From an optimization exercise on the open Yosys and OpenROAD flow, aimed at small area; shortcuts taken in it are not production practice. The RTL was checked by simulation tests, not by an equivalence proof against the original design. No activity file was given, so power comes from the tool's default toggle rates.

==> design/flow/design.v <==
module jass_table (
    input  wire [5:0]  idx,
    output reg  [31:0] word
);
    always @(*) begin
        case (idx)
            6'd0: word = 32'hE124B63A;
            6'd1: word = 32'hF2ADBBAF;
            6'd2: word = 32'h96573F6C;
            6'd3: word = 32'h8E0F4E18;
            6'd4: word = 32'hEEC01FEF;
            6'd5: word = 32'hFC95B972;
            6'd6: word = 32'h8D219E6F;
            6'd7: word = 32'h00A30B2B;
            6'd8: word = 32'hDD9E740C;
            6'd9: word = 32'hE6CB9168;
            6'd10: word = 32'hDC4CDA99;
            6'd11: word = 32'hF9A8CF9F;
            6'd12: word = 32'hA57AD991;
            6'd13: word = 32'h211591AA;
            6'd14: word = 32'h52CE02A0;
            6'd15: word = 32'hB390F5FE;
            6'd16: word = 32'h538D2A8E;
            6'd17: word = 32'h10F2EFB2;
            6'd18: word = 32'h6EF58860;
            6'd19: word = 32'hF21C39B7;
            6'd20: word = 32'hC4184305;
            6'd21: word = 32'hB90EA0B3;
            6'd22: word = 32'h17544745;
            6'd23: word = 32'h4E226067;
            6'd24: word = 32'h4DD82104;
            6'd25: word = 32'hFA6FBCB4;
            6'd26: word = 32'hB2FF01C6;
            6'd27: word = 32'h845AC858;
            6'd28: word = 32'hA78631E5;
            6'd29: word = 32'h71B917EF;
            6'd30: word = 32'h1F000297;
            6'd31: word = 32'hA6C97BBC;
            6'd32: word = 32'h9A9DF3B0;
            6'd33: word = 32'h38F4A049;
            6'd34: word = 32'h2762BCE0;
            6'd35: word = 32'hDA0184A3;
            6'd36: word = 32'hD8BFFF2A;
            6'd37: word = 32'h3DC9B5AB;
            6'd38: word = 32'h29ED65FF;
            6'd39: word = 32'hFAF53232;
            6'd40: word = 32'hDC21ED1C;
            6'd41: word = 32'hC7CE4096;
            6'd42: word = 32'h21C6C369;
            6'd43: word = 32'h90B972CB;
            6'd44: word = 32'h2E3D05E1;
            6'd45: word = 32'hDB4380D7;
            6'd46: word = 32'hF70817CE;
            6'd47: word = 32'hAE4AF5A1;
            6'd48: word = 32'h279E7ADF;
            6'd49: word = 32'hE1831122;
            6'd50: word = 32'hE971AB2A;
            6'd51: word = 32'h5A2C581F;
            6'd52: word = 32'h0F032283;
            6'd53: word = 32'hC9DB28DB;
            6'd54: word = 32'hA3086987;
            6'd55: word = 32'h358F4DA5;
            6'd56: word = 32'h3AFBA015;
            6'd57: word = 32'hEE19879C;
            6'd58: word = 32'hD509CECD;
            6'd59: word = 32'h09BB0942;
            6'd60: word = 32'h484E8049;
            6'd61: word = 32'h4AFFA321;
            6'd62: word = 32'h133E27D0;
            6'd63: word = 32'h11290E59;
            default: word = 32'h00000000;
        endcase
    end
endmodule
module jass_remstep #(parameter [6:0] M = 7'd61) (
    input  wire [5:0] r,
    input  wire       bit_in,
    output wire [5:0] y
);
    wire [6:0] t = {r, bit_in};
    assign y = (t >= M) ? (t - M) : t[5:0];
endmodule
module jass_prng (
    input  wire        clk,
    input  wire        rst,
    input  wire        cmd_valid,
    output wire        cmd_ready,
    input  wire [7:0]  cmd_op,
    input  wire [31:0] cmd_a,
    input  wire [31:0] cmd_b,
    output wire        rsp_valid,
    input  wire        rsp_ready,
    output wire [31:0] rsp_data,
    output wire        rsp_err
);
    localparam [2:0] K_SEED = 3'd0, K_NINT = 3'd1, K_NREAL = 3'd2, K_STEP = 3'd3,
                     K_FADD = 3'd4, K_FMUL = 3'd5, K_I2F = 3'd6;
    localparam [4:0] S_IDLE  = 5'd0,  S_RESP  = 5'd1,  S_SEED0 = 5'd2,  S_SEEDL = 5'd3,
                     S_STEP  = 5'd4,  S_SADD  = 5'd5,  S_ZERO  = 5'd6,  S_ICMP  = 5'd7,
                     S_MOVA  = 5'd8,  S_IRNG  = 5'd9,  S_IZ    = 5'd10, S_IMUL  = 5'd11,
                     S_ILO   = 5'd12, S_FA0   = 5'd13, S_FA1   = 5'd14, S_FA2   = 5'd15,
                     S_FA3   = 5'd16, S_FA5   = 5'd17, S_NORM  = 5'd18, S_PACK  = 5'd19,
                     S_NEPS  = 5'd20, S_NMOV  = 5'd21, S_NSCAN = 5'd22, S_MUL   = 5'd23,
                     S_ME0   = 5'd24, S_ME1   = 5'd25, S_ME2   = 5'd26, S_I2F0  = 5'd27,
                     S_I2F1  = 5'd28, S_M0    = 5'd29;
    localparam [31:0] EPS = 32'h3456BF95;
    reg [4:0]  st;
    reg [2:0]  op;
    reg [1:0]  ph;           
    reg        err;
    reg [31:0] A, B, R, C;
    reg [23:0] J;            
    reg [9:0]  E;
    reg [4:0]  cnt;
    reg        lt, fle, xge, sgn;
    assign cmd_ready = (st == S_IDLE) & ~rst;
    assign rsp_valid = (st == S_RESP);
    assign rsp_data  = R;
    assign rsp_err   = err;
    wire accept = cmd_valid & cmd_ready;
    wire       is_nr = (op == K_NREAL);
    wire       nx  = is_nr & (ph == 2'd1) & fle;
    wire       ny  = is_nr & ((ph == 2'd0) | ((ph == 2'd1) & ~fle));
    wire       ord = nx;
    wire       sx  = A[31] ^ nx;
    wire       sy  = B[31] ^ ny;
    wire [31:0] xpat = {sx, A[30:0]};
    wire [31:0] ypat = {sy, B[30:0]};
    wire [7:0] ex = A[30:23];
    wire [7:0] ey = B[30:23];
    wire       ex0 = (ex == 8'd0);
    wire       ey0 = (ey == 8'd0);
    wire [32:0] sigA = {8'd0, 1'b1, A[22:0], 1'b0};
    wire [32:0] sigB = {8'd0, 1'b1, B[22:0], 1'b0};
    wire       mulmode = (op == K_FMUL) | (is_nr & (ph == 2'd2));
    wire [4:0]  bidx = (st == S_MUL) ? E[4:0] : cnt;
    wire [31:0] bsrc = (op == K_FMUL) ? {8'd0, 1'b1, B[22:0]} : C;
    wire        sbit = bsrc[bidx];
    reg  [32:0] P, Qv;
    reg         qinv, ci;
    wire [32:0] Q = Qv ^ {33{qinv}};
    wire [32:0] S = P + Q + {32'd0, ci};
    wire        Sz = (S[31:0] == 32'd0);
    reg  [9:0] EX, EY;
    reg        eci;
    wire [9:0] ES = EX + EY + {9'd0, eci};
    wire [5:0]  jh = J[11:6];
    reg  [5:0]  jn;
    always @(*) begin
        case (cnt[1:0])
            2'd0: jn = (jh >= 6'd6) ? jh - 6'd6 : jh - 6'd6 + 6'd53;
            2'd1: jn = (jh >= 6'd3) ? jh - 6'd3 : jh - 6'd3 + 6'd50;
            2'd2: jn = (jh >= 6'd1) ? jh - 6'd1 : jh - 6'd1 + 6'd46;
            default: jn = (jh >= 6'd7) ? jh - 6'd7 : jh - 6'd7 + 6'd54;
        endcase
    end
    wire [31:0] tword;
    jass_table u_table (.idx(jn), .word(tword));
    wire [31:0] mixv = ((cnt[1:0] == 2'd0) ? 32'd0 : {R[30:0], R[31]}) ^ tword;
    wire [5:0] n61, n59, n53, n47;
    jass_remstep #(.M(7'd61)) u_r61 (.r(J[5:0]),   .bit_in(sbit), .y(n61));
    jass_remstep #(.M(7'd59)) u_r59 (.r(J[11:6]),  .bit_in(sbit), .y(n59));
    jass_remstep #(.M(7'd53)) u_r53 (.r(J[17:12]), .bit_in(sbit), .y(n53));
    jass_remstep #(.M(7'd47)) u_r47 (.r(J[23:18]), .bit_in(sbit), .y(n47));
    wire        sel_y  = ex0 & ~(ord & ey0);
    wire        sel_x  = ~sel_y & ey0;
    wire [32:0] sig_s  = xge ? sigB : sigA;
    wire        inv_s  = xge ? sy : sx;
    wire [32:0] sig_b  = xge ? sigA : sigB;
    wire        inv_b  = xge ? sx : sy;
    wire [7:0]  e_big  = xge ? ex : ey;
    wire        Ez     = (E == 10'd0);
    wire        last   = (E[4:0] == cnt);
    wire        zf     = ((op == K_FMUL) & ex0) | ey0 | E[9] | Ez;
    reg [4:0] st_fdone;
    always @(*) begin
        if (is_nr) begin
            case (ph)
                2'd0: st_fdone = S_NEPS;
                2'd3: st_fdone = S_RESP;
                default: st_fdone = S_NMOV;
            endcase
        end else
            st_fdone = S_RESP;
    end
    localparam [2:0] R_HOLD = 3'd0, R_S = 3'd1, R_SHR = 3'd2, R_SHL4 = 3'd3,
                     R_PACK = 3'd4, R_MIX = 3'd5;
    reg [2:0] rsel;
    reg       aload, bload, cload;
    reg       eload;
    always @(*) begin
        P = 33'd0; Qv = 33'd0; qinv = 1'b0; ci = 1'b0;
        EX = 10'd0; EY = 10'd0; eci = 1'b0; eload = 1'b0;
        rsel = R_HOLD; aload = 1'b0; bload = 1'b0; cload = 1'b0;
        case (st)
            S_IDLE: begin
                ci = 1'b1;                               
            end
            S_SEED0: begin
                P = {1'b0, A}; cload = 1'b1;
            end
            S_STEP: begin
                P = {1'b0, B}; Qv = {1'b0, A}; qinv = 1'b1; ci = 1'b1;
                rsel = R_MIX;
            end
            S_SADD: begin
                P = {1'b0, R}; Qv = {1'b0, C}; cload = 1'b1; rsel = R_S;
            end
            S_ZERO: rsel = R_S;
            S_ICMP: begin
                P = {A[31], A}; Qv = {B[31], B}; qinv = 1'b1; ci = 1'b1;
            end
            S_MOVA: begin
                P = {1'b0, A}; rsel = R_S;
            end
            S_IRNG: begin
                if (lt) begin P = {1'b0, B}; Qv = {1'b0, A}; bload = 1'b1; end
                else    begin P = {1'b0, A}; Qv = {1'b0, B}; aload = 1'b1; end
                qinv = 1'b1; ci = 1'b1;
            end
            S_IZ: rsel = R_S;
            S_IMUL: begin
                P = {1'b0, R};
                Qv = sbit ? (lt ? {1'b0, B} : {1'b0, A}) : 33'd0;
                ci = sbit;
                rsel = R_SHR;
            end
            S_ILO: begin
                P = {1'b0, R}; Qv = lt ? {1'b0, A} : {1'b0, B}; rsel = R_S;
            end
            S_FA0: begin
                if (sel_y)      begin P = {1'b0, ypat}; rsel = R_S; end
                else if (sel_x) begin P = {1'b0, xpat}; rsel = R_S; end
                EX = {2'd0, ex}; EY = ~{2'd0, ey}; eci = 1'b1; eload = 1'b1;
            end
            S_FA1: begin
                EY = ~E; eci = 1'b1; eload = E[9];
            end
            S_FA2: begin
                if (E >= 10'd23) begin
                    P = {1'b0, xge ? xpat : ypat}; rsel = R_S;
                end else begin
                    Qv = sig_s; qinv = inv_s; ci = inv_s; rsel = R_S;
                end
            end
            S_FA3: begin
                P = {R[31], R};
                if (Ez) begin
                    Qv = sig_b; qinv = inv_b; ci = inv_b; rsel = R_S;
                    EX = {2'd0, e_big}; eci = 1'b1; eload = 1'b1;
                end else begin
                    rsel = R_SHR;
                    EX = E; EY = 10'h3FF; eload = 1'b1;
                end
            end
            S_FA5: begin
                Qv = {1'b0, R}; qinv = 1'b1; ci = 1'b1;
                if (R[31]) rsel = R_S;
            end
            S_NORM: begin
                if (!R[25]) begin
                    EX = E; eload = 1'b1;
                    if (R[25:22] == 4'd0) begin
                        rsel = R_SHL4; EY = 10'h3FC;
                    end else begin
                        P = {1'b0, R}; Qv = {1'b0, R}; rsel = R_S; EY = 10'h3FF;
                    end
                end
            end
            S_PACK: rsel = R_PACK;
            S_NEPS: begin
                P = {2'b00, R[30:0]}; Qv = {1'b0, EPS}; qinv = 1'b1; ci = 1'b1;
            end
            S_NMOV: begin
                P = {1'b0, R}; bload = 1'b1;
            end
            S_NSCAN: begin
                rsel = R_S; eload = 1'b1;                
            end
            S_M0: begin
                rsel = R_S; eload = 1'b1;                
            end
            S_MUL: begin
                P = {1'b0, R};
                Qv = sbit ? ((op == K_FMUL) ? sigA : sigB) : 33'd0;
                rsel = last ? R_S : R_SHR;
                EX = E; eci = 1'b1; eload = 1'b1;
            end
            S_ME0: begin
                if (op == K_FMUL) EX = {2'd0, ex};
                else begin EX = {5'd0, cnt}; EY = 10'd104; end
                eload = 1'b1;
            end
            S_ME1: begin
                EX = E; EY = {2'd0, ey}; eload = 1'b1;
            end
            S_ME2: begin
                EX = E; EY = 10'h381; eci = R[25]; eload = 1'b1;    
                if (!R[25]) begin P = {1'b0, R}; Qv = {1'b0, R}; rsel = R_S; end
            end
            S_I2F0: begin
                Qv = {1'b0, A}; qinv = A[31]; ci = A[31]; rsel = R_S;
                EY = 10'd152; eload = 1'b1;
            end
            S_I2F1: begin
                if (R[31:26] != 6'd0) begin
                    P = {1'b0, R}; rsel = R_SHR;
                    EX = E; eci = 1'b1; eload = 1'b1;
                end
            end
            default: ;
        endcase
    end
    wire [7:0] opw = cmd_op;
    reg [2:0] kdec;
    reg       illegal;
    always @(*) begin
        illegal = 1'b0;
        case (opw)
            8'h01: kdec = K_SEED;
            8'h02: kdec = K_NINT;
            8'h03: kdec = K_NREAL;
            8'h04: kdec = K_STEP;
            8'h10, 8'h11: kdec = K_FADD;
            8'h12: kdec = K_FMUL;
            8'h13: kdec = K_I2F;
            default: begin kdec = K_STEP; illegal = 1'b1; end
        endcase
    end
    always @(posedge clk) begin
        case (rsel)
            R_S:    R <= S[31:0];
            R_SHR:  R <= S[32:1];
            R_SHL4: R <= {R[27:0], 4'd0};
            R_PACK: R <= zf & mulmode ? 32'd0 : {sgn, E[7:0], R[24:2]};
            R_MIX:  R <= mixv;
            default: ;
        endcase
        if (st == S_IDLE && accept && illegal) R <= S[31:0];
        if (aload) A <= S[31:0];
        if (bload) B <= S[31:0];
        if (eload) E <= ES;
        if (st == S_IDLE && accept) begin
            A <= cmd_a;
            B <= {cmd_b[31] ^ (cmd_op == 8'h11), cmd_b[30:0]};
        end
        if (rst) begin
            st  <= S_IDLE;
            C   <= 32'd0;
            J   <= 24'd0;
        end else begin
            if (cload) C <= S[31:0];
            case (st)
                S_IDLE: if (accept) begin
                    op  <= kdec;
                    ph  <= 2'd0;
                    err <= illegal;
                    cnt <= 5'd0;
                    if (illegal) st <= S_RESP;
                    else case (kdec)
                        K_SEED:  st <= S_SEED0;
                        K_NINT:  st <= S_ICMP;
                        K_NREAL: st <= S_FA0;
                        K_STEP:  st <= S_STEP;
                        K_FADD:  st <= S_FA0;
                        K_FMUL:  st <= S_M0;
                        default: st <= S_I2F0;
                    endcase
                end
                S_RESP: if (rsp_ready) st <= S_IDLE;
                S_SEED0: begin
                    J   <= 24'd0;
                    cnt <= 5'd31;
                    st  <= S_SEEDL;
                end
                S_SEEDL: begin
                    J   <= {n47, n53, n59, n61};
                    cnt <= cnt - 5'd1;
                    if (cnt == 5'd0) st <= S_STEP;      
                    if (cnt == 5'd0) cnt <= 5'd0;
                end
                S_STEP: begin
                    J   <= {J[5:0], J[23:18], J[17:12], jn};
                    cnt <= cnt + 5'd1;
                    fle <= (A[31] ^ B[31]) ? A[31] : (A[31] ? (S[32] | Sz) : ~S[32]);
                    if (cnt[1:0] == 2'd3) st <= S_SADD;
                end
                S_SADD: begin
                    case (op)
                        K_SEED:  st <= S_ZERO;
                        K_NINT:  st <= S_IRNG;
                        K_NREAL: begin ph <= 2'd1; st <= S_FA0; end
                        default: st <= S_RESP;
                    endcase
                end
                S_ZERO: st <= S_RESP;
                S_ICMP: begin
                    lt <= S[32];
                    if (Sz) st <= S_MOVA;
                    else begin cnt <= 5'd0; st <= S_STEP; end
                end
                S_MOVA: st <= S_RESP;
                S_IRNG: st <= S_IZ;
                S_IZ:   begin cnt <= 5'd0; st <= S_IMUL; end
                S_IMUL: begin
                    cnt <= cnt + 5'd1;
                    if (cnt == 5'd31) st <= S_ILO;
                end
                S_ILO: st <= S_RESP;
                S_FA0: begin
                    if (sel_y | sel_x) st <= st_fdone;
                    else st <= S_FA1;
                end
                S_FA1: begin
                    xge <= ~E[9];
                    st  <= S_FA2;
                end
                S_FA2: begin
                    if (E >= 10'd23) st <= st_fdone;
                    else st <= S_FA3;
                end
                S_FA3: if (Ez) st <= S_FA5;
                S_FA5: begin
                    sgn <= R[31];
                    if (Sz) st <= st_fdone;
                    else st <= S_NORM;
                end
                S_NORM: if (R[25]) st <= S_PACK;
                S_PACK: st <= st_fdone;
                S_NEPS: begin
                    if (S[32]) st <= S_MOVA;             
                    else begin cnt <= 5'd0; st <= S_STEP; end
                end
                S_NMOV: begin
                    cnt <= 5'd22;
                    if (ph == 2'd1) begin ph <= 2'd2; st <= S_NSCAN; end
                    else begin ph <= 2'd3; st <= S_FA0; end
                end
                S_NSCAN: begin
                    if (sbit) st <= S_MUL;
                    else if (cnt == 5'd0) st <= st_fdone;    
                    else cnt <= cnt - 5'd1;
                end
                S_M0: begin
                    cnt <= 5'd23;
                    st  <= S_MUL;
                end
                S_MUL: begin
                    sgn <= ((op == K_FMUL) & A[31]) ^ B[31];
                    if (last) st <= S_ME0;
                end
                S_ME0: st <= S_ME1;
                S_ME1: st <= S_ME2;
                S_ME2: st <= S_PACK;
                S_I2F0: begin
                    sgn <= A[31];
                    if (Sz) st <= S_RESP;
                    else st <= S_I2F1;
                end
                S_I2F1: if (R[31:26] == 6'd0) st <= S_NORM;
                default: st <= S_IDLE;
            endcase
        end
    end
endmodule
==> design/flow/run.sh <==
#!/bin/bash
# synth_recipe.tcl (not shown) runs the flow's synth.tcl, then flattens the netlist and writes it again
# the make line also repeats each setting of config.mk as NAME=value (left out here)
make -C /OpenROAD-flow-scripts/flow DESIGN_CONFIG=/design/flow/config.mk WORK_HOME=/design/flow/orfs CLKGATE_MAP_FILE= SYNTH_SCRIPT=/design/flow/synth_recipe.tcl finish
==> design/flow/config.mk <==
export PLATFORM = sky130hd
export DESIGN_NAME = jass_prng
export DESIGN_NICKNAME = jass_prng
export VERILOG_FILES = /design/flow/design.v
export SDC_FILE = /design/flow/constraint.sdc
export NUM_CORES = 4
export LEC_CHECK = 0
export CAP_MARGIN = 30
export CORE_MARGIN = 2
export CORE_UTILIZATION = 30
export SLEW_MARGIN = 40
export SYNTH_MEMORY_MAX_BITS = 16384
==> design/flow/constraint.sdc <==
create_clock -name core_clock -period 22.0 [get_ports {clk}]
set_input_delay 4.4000 -clock core_clock [delete_from_list [all_inputs] [get_ports {clk}]]
set_output_delay 4.4000 -clock core_clock [all_outputs]
set_load 0.01 [all_outputs]
==> results by group <==
Run status
  • Result of the run: timing/DRC/antenna clean

Final layout
  • Layout cells sized above 1: 6.93%
  • Count of nets after finishing: 2949
  • Synthesis-to-finish area growth: 11.6%
  • Final core area utilization: between 30% and 40%

Worst setup path
  • Worst r2r path cells: 24
  • Type of the setup path with the least slack: in2out
  • Data required time of the critical path: roughly 18000 ps
  • Data arrival time of the critical path: between 5000 and 6000 ps
  • Kind of start point of the critical path: input port
  • Max FO, Critical Path: 70
  • Worst Setup End Kind: primary output

Yosys
  • Post-synthesis async set-or-reset flop share: 0%
  • Part of the Yosys area used for sequential elements: about 23%
  • Unique masters post-synth: about 120
  • Mapped Area: between 20000 and 25000 sq um
  • Synthesis Warnings: 2
  • Number of enable-type register cells in the synthesized netlist: between 100 and 150
  • Post-Syn Instances: about 2800
  • Count of state elements after synthesis: around 180
  • Net count of the mapped netlist: between 2000 and 3000
  • Post-Syn Area per Cell: about 7.6 sq um
  • Primary FF master, synth: sky130_fd_sc_hd__edfxtp_1

Global routing
  • Most utilized layer in the global route result: met2
  • Initial antenna violation count: 3
  • GRT overflow: 0
  • Grt met3 use: 6.56%
  • Pin count of the biggest net entering global routing: 83
  • Global-route wire length before repair: approximately 140000 microns
  • Number of global-route vias before repair: ~22000
  • Met1 demand-to-capacity share in global routing: about a third
  • Global Route Usage Sum: around 25%
  • GRT met2 Usage: 37.1%

Timing
  • Fin crit share: 46.3%
  • Setup repair after global routing missed its margin: false
  • Setup_tns: 0 ps
  • Worst Hold Slack: between 400 and 500 ps
  • Number of endpoints failing setup at the final stage: 0
  • Layout Skew: roughly 15 ps
  • Post-layout min period: 10180 ps
  • Rel. slew slack: 36.0%
  • Fmax achieved: 98.2 MHz
  • Transition at the pin with the smallest max-transition slack: 957 ps
  • Max-slew violation total from the final report: 0
  • Final Hold Viols: 0

Floorplanning
  • Chip height: roughly 270 microns
  • Initial core utilization: a little under a third
  • Total Die Area: 73700 sq um
  • Placement Rows: 98
  • Area of the core region: between 70000 and 80000 sq um
  • Total I/O pin count: 111
  • DIE WIDTH: approximately 270 microns

Clock tree
  • Clock tree from TritonCTS: built
  • Root cell of the clock tree: sky130_fd_sc_hd__clkbuf_16
  • Number of post-CTS setup repair buffers: 0
  • Clk buf depth: 2
  • Post-CTS sizing: 0
  • H-tree level count: 4
  • Clock-pin slew on the worst setup and hold paths: 90 ps
  • Clock latency (worst-skew pair): 500 ps
  • Clock buffer count from CTS: 17
  • Hold buffers post-CTS: 0
  • CTS sink cnt: roughly 180

Routing
  • Number of DRC markers after the initial detailed-route iteration: around 4400
  • Count of antenna-violating nets left after detailed routing: 0
  • # DRC: 0
  • Number of optimization iterations in the first detailed-route pass: 10
  • Via density per instance: around 6.5
  • Total number of vias: around 24000
  • Detailed Route WL: roughly 97000 microns
  • Wire per inst: roughly 26 microns

Worst hold path
  • Cell count of the worst hold path: 2
  • Hold crit path type: reg2reg

Placed design
  • Count of buffers inserted at the top-level ports: 110
  • Half-perimeter wire length of the detailed placement result: 69100 microns
  • Global placement routability congestion: approximately 1.0

Pwr
  • P_leak: 8.59 nW
  • Peak VDD IR: 0.0823 mV
  • Power density cells: 156 nW/um^2

Run
  • Maximum capacitance violations: 0
[layout make-up]
type	count	area [sq um]
clock buffers	17	425
inverters	87	329
flip-flops and latches	182	4850
well taps	950	1190
diodes	2	5.00
fillers	7650	47200
clock inverters	15	213
multi-input cells	2323	15300
repair buffers	174	1600
[metal layers]
metal / vias up / part of all wire [%]
met3: 291 / 12
li1: 10731 / -
met4: 6 / 4.4
met2: 1668 / 43
met1: 11581 / 40
met5: - / 0.096
[cell usage in the layout (no fill, tap or decap), types with 20 or more instances in the layout]
cell type,count
sky130_fd_sc_hd__a211oi_1,41
sky130_fd_sc_hd__a21o_1,28
sky130_fd_sc_hd__a21oi_1,204
sky130_fd_sc_hd__a221o_1,35
sky130_fd_sc_hd__a221oi_1,66
sky130_fd_sc_hd__a222oi_1,53
sky130_fd_sc_hd__a22oi_1,40
sky130_fd_sc_hd__a31oi_1,28
sky130_fd_sc_hd__and3_1,25
sky130_fd_sc_hd__buf_4,61
sky130_fd_sc_hd__clkdlybuf4s50_1,109
sky130_fd_sc_hd__dfxtp_1,61
sky130_fd_sc_hd__edfxtp_1,121
sky130_fd_sc_hd__ha_1,84
sky130_fd_sc_hd__inv_1,81
sky130_fd_sc_hd__mux2i_1,87
sky130_fd_sc_hd__nand2_1,369
sky130_fd_sc_hd__nand2b_1,25
sky130_fd_sc_hd__nand3_1,66
sky130_fd_sc_hd__nand4_1,20
sky130_fd_sc_hd__nor2_1,210
sky130_fd_sc_hd__nor2b_1,45
sky130_fd_sc_hd__nor3_1,86
sky130_fd_sc_hd__o211ai_1,62
sky130_fd_sc_hd__o21ai_0,223
sky130_fd_sc_hd__o221ai_1,27
sky130_fd_sc_hd__o22ai_1,36
sky130_fd_sc_hd__xnor2_1,74
sky130_fd_sc_hd__xor2_1,40
[worst paths after layout]
path / end / from / slack [ps]
worst min register to register: C[22] / C[22] / 470
worst max register to register: cnt[2] / st[0] / 12640
worst max-delay path: cmd_ready / rst / 11820
worst min-delay path: C[22] / C[22] / 470
[power by group]
part / leakage [nW] / switching, mW / internal (mW)
logic: 6.66 / 1.78 / 0.869
clock network: 0.308 / 0.181 / 0.159
registers: 1.62 / 0.223 / 0.523
[sequential cells by signal, indices dropped and copies added (netlist names), 2 cells and up]
name,cells
st,5
J,24
C,32
R,32
op,3
cnt,5
A,32
ph,2
E,10
B,32
[kinds of logic (layout without fill, tap and decap cells)]
family	Yosys count	count (layout)	synth area share, %
AO/OA/AOI/OAI	1059	1059	34.9
AND/OR/NAND/NOR	961	961	20.9
buffers and inverters	327	293	6.68
flip-flops	182	182	22.6
XOR/XNOR	121	121	5.21
multiplexers	94	94	4.42
adder cells (fa/ha/maj)	88	88	5.27
other	0	2	0
[critical path, cell delays in order]
cell and delay [ps]:
sky130_fd_sc_hd__buf_2 70, sky130_fd_sc_hd__buf_4 640, sky130_fd_sc_hd__nor2_1 140, sky130_fd_sc_hd__clkdlybuf4s50_1 520
[Yosys cell counts, types with 37 or more instances]
cell type	n	share of area (%)
sky130_fd_sc_hd__a221oi_1	66	2.7
sky130_fd_sc_hd__o21ai_0	225	5.2
sky130_fd_sc_hd__nand2_1	370	6.5
sky130_fd_sc_hd__a222oi_1	53	2.5
sky130_fd_sc_hd__dfxtp_1	61	5.7
sky130_fd_sc_hd__nor3_1	89	2.1
sky130_fd_sc_hd__nor2_1	215	3.8
sky130_fd_sc_hd__o211ai_1	62	2.2
sky130_fd_sc_hd__a22oi_1	40	1.4
sky130_fd_sc_hd__o22ai_1	37	1.1
sky130_fd_sc_hd__nor2b_1	45	1.3
sky130_fd_sc_hd__xor2_1	42	1.7
sky130_fd_sc_hd__xnor2_1	75	3.1
sky130_fd_sc_hd__buf_2	51	1.2
sky130_fd_sc_hd__edfxtp_1	121	17
sky130_fd_sc_hd__mux2i_1	87	4.1
sky130_fd_sc_hd__a211oi_1	43	1.5
sky130_fd_sc_hd__nand3_1	66	1.5
sky130_fd_sc_hd__a21oi_1	204	4.8
sky130_fd_sc_hd__ha_1	84	4.9
sky130_fd_sc_hd__clkbuf_1	148	2.6
sky130_fd_sc_hd__inv_1	82	1.4
[per-stage QoR]
step / cells / worst slack, ps / power, mW / instance area (sq um)
floorplan: 2832 / 12870 / 2.32 / 21500
global placement: 3714 / 11790 / 3.25 / 23200
detailed placement: 3714 / 11820 / 3.25 / 23300
CTS: 3746 / 11830 / 3.59 / 23900
global route: 3749 / 11760 / 3.90 / 24000
finish: 3750 / 11820 / 3.73 / 24000

## separate check: timing with driven ports
No port has a modelled driver above. Below, the same layout with a new extraction and two added sets of constraints. Step 1 assumes that a clkbuf_16 drives the clock port and a buf_2 every other input. Step 2 moves the port delays by t, midway between the first and last clock arrival at a register: inputs arrive t later, outputs are due t later. That takes back most of the time a late clock gives input paths. Three values: ideal, step 1, step 2; two values: the first two.
t (ns): 0.546
slack for setup (ns): 11.819 / 11.796 / 11.796
worst setup path at the end: input to output
clock arrival spread, ns: 0.015 / 0.015
worst register clock-pin slew, ns: 0.09 / 0.09
After both steps this run still meets setup and hold. For this run, drivers alone change the setup slack by -0.023 ns; drivers and shift together by -0.023 ns.
